What follows belongs to an exercise in optimizing a design on an open flow for small area, a short achievable clock period and few clock cycles; a production flow would make more cautious choices.
The RTL was checked by simulation tests, not by an equivalence proof against the original design.
Power is estimated from default activity; no workload was simulated.

==> flow/design.v (excerpt) <==
module bitrat_enc (
    input  wire        clk,
    input  wire        rst,         
    input  wire        start,
    input  wire        prev_bit,
    input  wire [12:0] len,         
    output reg  [11:0] in_addr,
    input  wire [7:0]  in_data,
    output reg         out_we,
    output reg  [12:0] out_addr,
    output reg  [7:0]  out_data,
    output reg         busy,
    output reg         done,
    output reg  [7:0]  cmask,
    output reg  [3:0]  maskw,
    output wire [12:0] count,
    output wire        last
);
    localparam [2:0] S_IDLE = 3'd0,
                     S_B2   = 3'd1,   
                     S_B1   = 3'd2,   
                     S_RUN  = 3'd3,   
                     S_GW   = 3'd4,   
                     S_PW   = 3'd5,   
                     S_SW   = 3'd6,   
                     S_RB   = 3'd7;   
    reg [2:0]  st;
    reg [12:0] lenr;      
    reg        lastb;     
    reg        fullp;     
    reg        f_gs, f_bs, f_ps, f_ss;       
  ...
For scale: roughly 1000 cells after synthesis, about 190 flip-flops, ~87 I/O pins, about 11000 sq um of cells after synthesis.
Settings: LEC_CHECK=0, ABC_CLOCK_PERIOD_IN_PS=2000, CAP_MARGIN=20, CORE_MARGIN=2, CORE_UTILIZATION=40, SETUP_SLACK_MARGIN=3.3, SLEW_MARGIN=20; clock period 5.0 ns.
run.sh (not shown) runs the stock make flow with config.mk's settings and CLKGATE_MAP_FILE= SYNTH_SCRIPT=/design/flow/synth_recipe.tcl, a recipe that flattens the netlist after the stock synthesis.
The starting point went through all stages and came out clean.
Testbench counts at the start, summed over its fixed seeds: cycles 340,437.
Change:
==> flow/flow/run.sh (new file) <==
#!/bin/bash
# Standard layout, with two changes: the port buffers are made from the
# smallest buffer (buf_1) instead of the default choice (repair may still
# resize them), and adders are left to ABC instead of being mapped to
# ripple chains of half/full adder cells before it.
set -euo pipefail
echo 'export BUFFER_PORTS_ARGS = -buffer_cell sky130_fd_sc_hd__buf_1' >> config.mk
echo 'export ADDER_MAP_FILE =' >> config.mk
bash standard.sh finish > standard.log 2>&1
==> flow/standard.sh (new file) <==
#!/bin/bash
# synth_recipe.tcl (not shown) runs the flow's synth.tcl, then flattens the netlist and writes it again
# the make line also repeats each setting of config.mk as NAME=value (left out here)
make -C /OpenROAD-flow-scripts/flow DESIGN_CONFIG=/design/flow/config.mk WORK_HOME=/design/flow/orfs CLKGATE_MAP_FILE= SYNTH_SCRIPT=/design/flow/synth_recipe.tcl "${@:-finish}"
--- a/flow/config.mk
+++ b/flow/config.mk
@@ -6,8 +6,9 @@
 export NUM_CORES = 4
 export LEC_CHECK = 0
-export ABC_CLOCK_PERIOD_IN_PS = 2000
 export CAP_MARGIN = 20
 export CORE_MARGIN = 2
-export CORE_UTILIZATION = 40
-export SETUP_SLACK_MARGIN = 3.3
+export CORE_UTILIZATION = 70
+export SETUP_SLACK_MARGIN = 2.7
 export SLEW_MARGIN = 20
+export BUFFER_PORTS_ARGS = -buffer_cell sky130_fd_sc_hd__buf_1
+export ADDER_MAP_FILE =
removed: flow/run.sh
Wire length goes down by 21%; hold slack got worse by 0.033 ns; synthesized cell count is higher by 2.9%; die area goes down by 43%; worst setup slack got worse by 0.072 ns; non-clock buffer count fell by 182; design area falls by about 26%; global-route usage is higher by 13 points; area after synthesis falls by about 2.5%; first-iteration DRC count rises by about 50%; sequential power goes up by about 5%.
Change:
==> flow/flow/run.sh (replaced) <==
#!/bin/bash
# Standard layout, with the port buffers made from the smallest buffer
# (buf_1) instead of the default choice; repair may still resize them.
set -euo pipefail
echo 'export BUFFER_PORTS_ARGS = -buffer_cell sky130_fd_sc_hd__buf_1' >> config.mk
bash standard.sh finish > standard.log 2>&1
--- a/flow/config.mk
+++ b/flow/config.mk
@@ -6,9 +6,9 @@
 export NUM_CORES = 4
 export LEC_CHECK = 0
+export ABC_CLOCK_PERIOD_IN_PS = 2600
 export CAP_MARGIN = 20
 export CORE_MARGIN = 2
-export CORE_UTILIZATION = 70
+export CORE_UTILIZATION = 40
 export SETUP_SLACK_MARGIN = 2.7
 export SLEW_MARGIN = 20
 export BUFFER_PORTS_ARGS = -buffer_cell sky130_fd_sc_hd__buf_1
-export ADDER_MAP_FILE =
Count of clock-buffer cells in the layout went down by 5; wire length went up by about 1%; worst setup slack improves by 0.0098 ns; cell area went up by 6.6%; hold slack improves by 0.023 ns; die area went up by 77%; non-clock buffer count went up by 11; sequential power went down by about 4%; total power went up by about 5%.
Change:
--- a/flow/config.mk
+++ b/flow/config.mk
@@ -6,8 +6,8 @@
 export NUM_CORES = 4
 export LEC_CHECK = 0
-export ABC_CLOCK_PERIOD_IN_PS = 2600
 export CAP_MARGIN = 20
 export CORE_MARGIN = 2
-export CORE_UTILIZATION = 40
+export CORE_UTILIZATION = 70
+export CTS_BUF_LIST = sky130_fd_sc_hd__clkbuf_8
 export SETUP_SLACK_MARGIN = 2.7
 export SLEW_MARGIN = 20
Result: Power is lower by a few percent. Final cell count is lower by roughly a tenth. Final area is lower by a few percent. Utilization is higher by 36 points. Routed wire length is lower slightly. Worst hold slack is worse by 0.014 ns. Via count is higher by a few percent. Synthesized cell count does not change. Non-clock buffer count is higher by 3.

[what the ideal ports hide]
The flow's constraints put no driver on any port. The routed layouts listed below were extracted and timed again, unchanged, in two steps. Step 1, drivers: a clkbuf_16 drives clk and a buf_2 each remaining input, both assumed. Step 2 moves the port delays by t, midway between the first and last clock arrival at a register: inputs arrive t later, outputs are due t later. That takes back most of the time a late clock gives input paths. Three values: no drivers, after step 1, after step 2; two values: the first two.
| run | t, ns | slack for setup (ns) | worst hold slack (ns) | worst slew at a driven data input, ns | cell pins on the clock port's net |
|---|---|---|---|---|---|
| the first run | 0.496 | 2.694 / 2.694 / 2.508 | 0.494 / 0.494 / 0.494 | 0.05 | 1 |
| the second run | 0.491 | 2.623 / 2.623 / 2.360 | 0.461 / 0.461 / 0.461 | 0.03 | 1 |
| the third run | 0.487 | 2.632 / 2.632 / 2.350 | 0.484 / 0.484 / 0.484 | 0.06 | 1 |
| the fourth run | 0.516 | 2.639 / 2.639 / 2.392 | 0.469 / 0.469 / 0.469 | 0.03 | 1 |
After both steps setup and hold are still met in every run listed. The setup slack of the third run, which loses most, moves by 0.000 ns with the drivers and by -0.282 ns with both steps.
